Background: an optimization exercise with open tools, aiming at small area. Do not read the settings as production practice.
The RTL was checked by simulation tests, not by an equivalence proof against the original design.
Power and IR drop assume default switching activity. No driver is modelled on the clock port, so clocking that relies on it looks cheaper here than on a real chip.

Setup of build 32:
// sps_bus_reader
module sps_bus_reader (
    input  wire        clk,
    input  wire        rst,
    input  wire        start,
    input  wire        init,
    output wire        busy,
    output wire        done,
    output wire        rd_req,
    output wire [15:0] rd_ptr,
    output wire [6:0]  rd_len,
    input  wire        rx_valid,
    input  wire [7:0]  rx_byte,
    input  wire        rx_end,
    output wire [3:0]  last_result,
    output reg         rec_valid,
    output wire [2:0]  health,
    output reg  [31:0] bad_cnt,
    output reg  [31:0] good_cnt,
    input  wire [3:0]  rec_sel,
    output wire [31:0] rec_data
);
Size in the first run: about 1,200 cells after synthesis, about 150 I/O pins, about 25,000 um2 of cells after synthesis.
Settings: LEC_CHECK=0, CAP_MARGIN=20, CORE_MARGIN=2, CORE_UTILIZATION=60, SLEW_MARGIN=20, SYNTH_HIERARCHICAL=1; clock period 10.0 ns.
standard.sh (not shown) runs the stock make flow with config.mk's settings and CLKGATE_MAP_FILE= SYNTH_SCRIPT=/design/flow/synth_recipe.tcl, a recipe that flattens the netlist after the stock synthesis.
==> flow/flow/run.sh <==
#!/bin/bash
# Standard ORFS layout (the standard.sh), with three changes:
#  - the port buffers are buf_1 cells;
#  - the clock tree uses larger sink clusters and no dummy loads;
#  - floorplan removes the synthesis buffers instead of sizing gates up
#    against the unplaced, unbuffered netlist's timing (placement's
#    repair_design buffers the high-fanout nets afterwards).
# Every tool's full output is in standard_make.log and in ORFS's own logs
# under orfs/logs/.
set -euo pipefail
export BUFFER_PORTS_ARGS="-buffer_cell sky130_fd_sc_hd__buf_1"
export CTS_ARGS="-sink_clustering_enable -repair_clock_nets -sink_clustering_size 32 -sink_clustering_max_diameter 100 -dont_use_dummy_load"
export REMOVE_ABC_BUFFERS=1
bash standard.sh > standard_make.log 2>&1
The following lists how build 29 was set up differently from build 32:
Settings: CAP_MARGIN now 5, was 20; SLEW_MARGIN now 5, was 20.
==> flow/flow/run.sh <==
#!/bin/bash
# Standard ORFS layout (the standard.sh), with four changes:
#  - the port buffers are buf_1 cells;
#  - the clock tree uses larger sink clusters and no dummy loads;
#  - floorplan removes the synthesis buffers instead of sizing gates up
#    against the unplaced, unbuffered netlist's timing (placement's
#    repair_design buffers the high-fanout nets afterwards);
#  - the constant outputs keep synthesis's one tie-high and one tie-low
#    cell instead of getting a tie cell each.
# Every tool's full output is in standard_make.log and in ORFS's own logs
# under orfs/logs/.
set -euo pipefail
export BUFFER_PORTS_ARGS="-buffer_cell sky130_fd_sc_hd__buf_1"
export CTS_ARGS="-sink_clustering_enable -repair_clock_nets -sink_clustering_size 32 -sink_clustering_max_diameter 100 -dont_use_dummy_load"
export REMOVE_ABC_BUFFERS=1
export SKIP_REPAIR_TIE_FANOUT=1
bash standard.sh > standard_make.log 2>&1
## What came out
- The area occupied by multi-input gates in build 29 sits 1.8% below the value recorded for build 32.
- Going from build 32 to build 29, clock buffer count level; total power roughly the same.
- Build 29 does worse than build 32 on register-to-register slack.
- The global routing usage on met1 number comes out lower for build 32 vs build 29.
- On clock tree skew after final layout, build 32 and build 29 are basically level.
- Compared with build 32, build 29 shows a final worst-path cycle share that is 2.1 points higher.
- Row core utilization: build 29 lower / build 32 higher
## Diff of input files: build 27 against build 29
Settings: CAP_MARGIN: 5 -> 20; SLEW_MARGIN: 5 -> 20.
==> flow/flow/run.sh <==
#!/bin/bash
# Standard ORFS layout, with two changes: the port buffers are buf_1 cells,
# and the clock tree uses larger sink clusters and no dummy loads.
set -euo pipefail
export BUFFER_PORTS_ARGS="-buffer_cell sky130_fd_sc_hd__buf_1"
export CTS_ARGS="-sink_clustering_enable -repair_clock_nets -sink_clustering_size 32 -sink_clustering_max_diameter 100 -dont_use_dummy_load"
bash standard.sh > standard_make.log 2>&1
==> run notes <==
- The transition time at the pin with the least slew margin in build 27 sits 0.27 ns below the value recorded for build 29.
- [compare] base=build 29 new=build 27: synthesis-to-finish area growth up 0.75 points; mux contribution to synthesized area stayed essentially flat; total detailed-routing wirelength higher.
Modified inputs, build 84 compared to build 27
Settings: SLEW_MARGIN now 5, was 20; CAP_MARGIN now 5, was 20.
==> flow/flow/run.sh <==
#!/bin/bash
# Standard ORFS layout (the standard.sh), with three changes:
#  - the port buffers are buf_1 cells;
#  - the clock tree uses larger sink clusters and no dummy loads;
#  - floorplan removes the synthesis buffers instead of sizing gates up
#    against the unplaced, unbuffered netlist's timing (placement's
#    repair_design buffers the high-fanout nets afterwards);
#  - the constant outputs keep synthesis's one tie-high and one tie-low
#    cell instead of getting a tie cell each.
# Every tool's full output is in standard_make.log and in ORFS's own logs
# under orfs/logs/.
set -euo pipefail
export BUFFER_PORTS_ARGS="-buffer_cell sky130_fd_sc_hd__buf_1"
export CTS_ARGS="-sink_clustering_enable -repair_clock_nets -sink_clustering_size 32 -sink_clustering_max_diameter 100 -dont_use_dummy_load"
export REMOVE_ABC_BUFFERS=1
export SKIP_REPAIR_TIE_FANOUT=1
bash standard.sh > standard_make.log 2>&1
[summary]
Build 84 vs. build 27: post-route minimum period went up by 0.28 ns.
Build 84 does worse than build 27 on worst setup slack.
Between build 27 and build 84, the total via count in the routed design does not differ in any meaningful way.
Build 27 → build 84: critical path depth up 12, chip height has remained practically unchanged, total power roughly the same, hold slack shows no meaningful change, worst slack after detailed placement moved down.
Proportion of layout cells with a drive suffix above 1 for build 84: 1.4 points down relative to build 27
As far as cell count of the worst hold path goes, build 27 and build 84 are indistinguishable; the numbers are identical.
Build 27 has a higher post-route cell area than build 84.

==> what the ideal ports hide <==
The flow's constraints put no driver on any port. The routed layouts listed below were extracted and timed again, unchanged, in two steps. Step 1 assumes that a clkbuf_16 drives the clock port and a buf_2 every other input. Step 2, shift: input delay + t, output delay - t, t = (earliest + latest rising clock arrival at the registers) / 2. This alone moves slack from input paths to output paths. Slacks: ideal ports / drivers / drivers and shift; pairs: ideal ports / drivers.
run	t (ns)	setup WS [ns]	worst hold slack (ns)	clock arrival spread, ns
build 32	0.636	4.130 / 4.109 / 4.109	0.426 / 0.426 / 0.426	0.037 / 0.036
build 29	0.630	3.922 / 3.922 / 3.922	0.426 / 0.426 / 0.426	0.036 / 0.036
build 27	0.627	4.205 / 4.178 / 4.178	0.424 / 0.424 / 0.424	0.049 / 0.049
build 84	0.630	3.922 / 3.922 / 3.922	0.426 / 0.426 / 0.426	0.036 / 0.036
After both steps setup and hold are still met in every run listed. The setup slack of build 27, which loses most, moves by -0.027 ns with the drivers and by -0.027 ns with both steps.
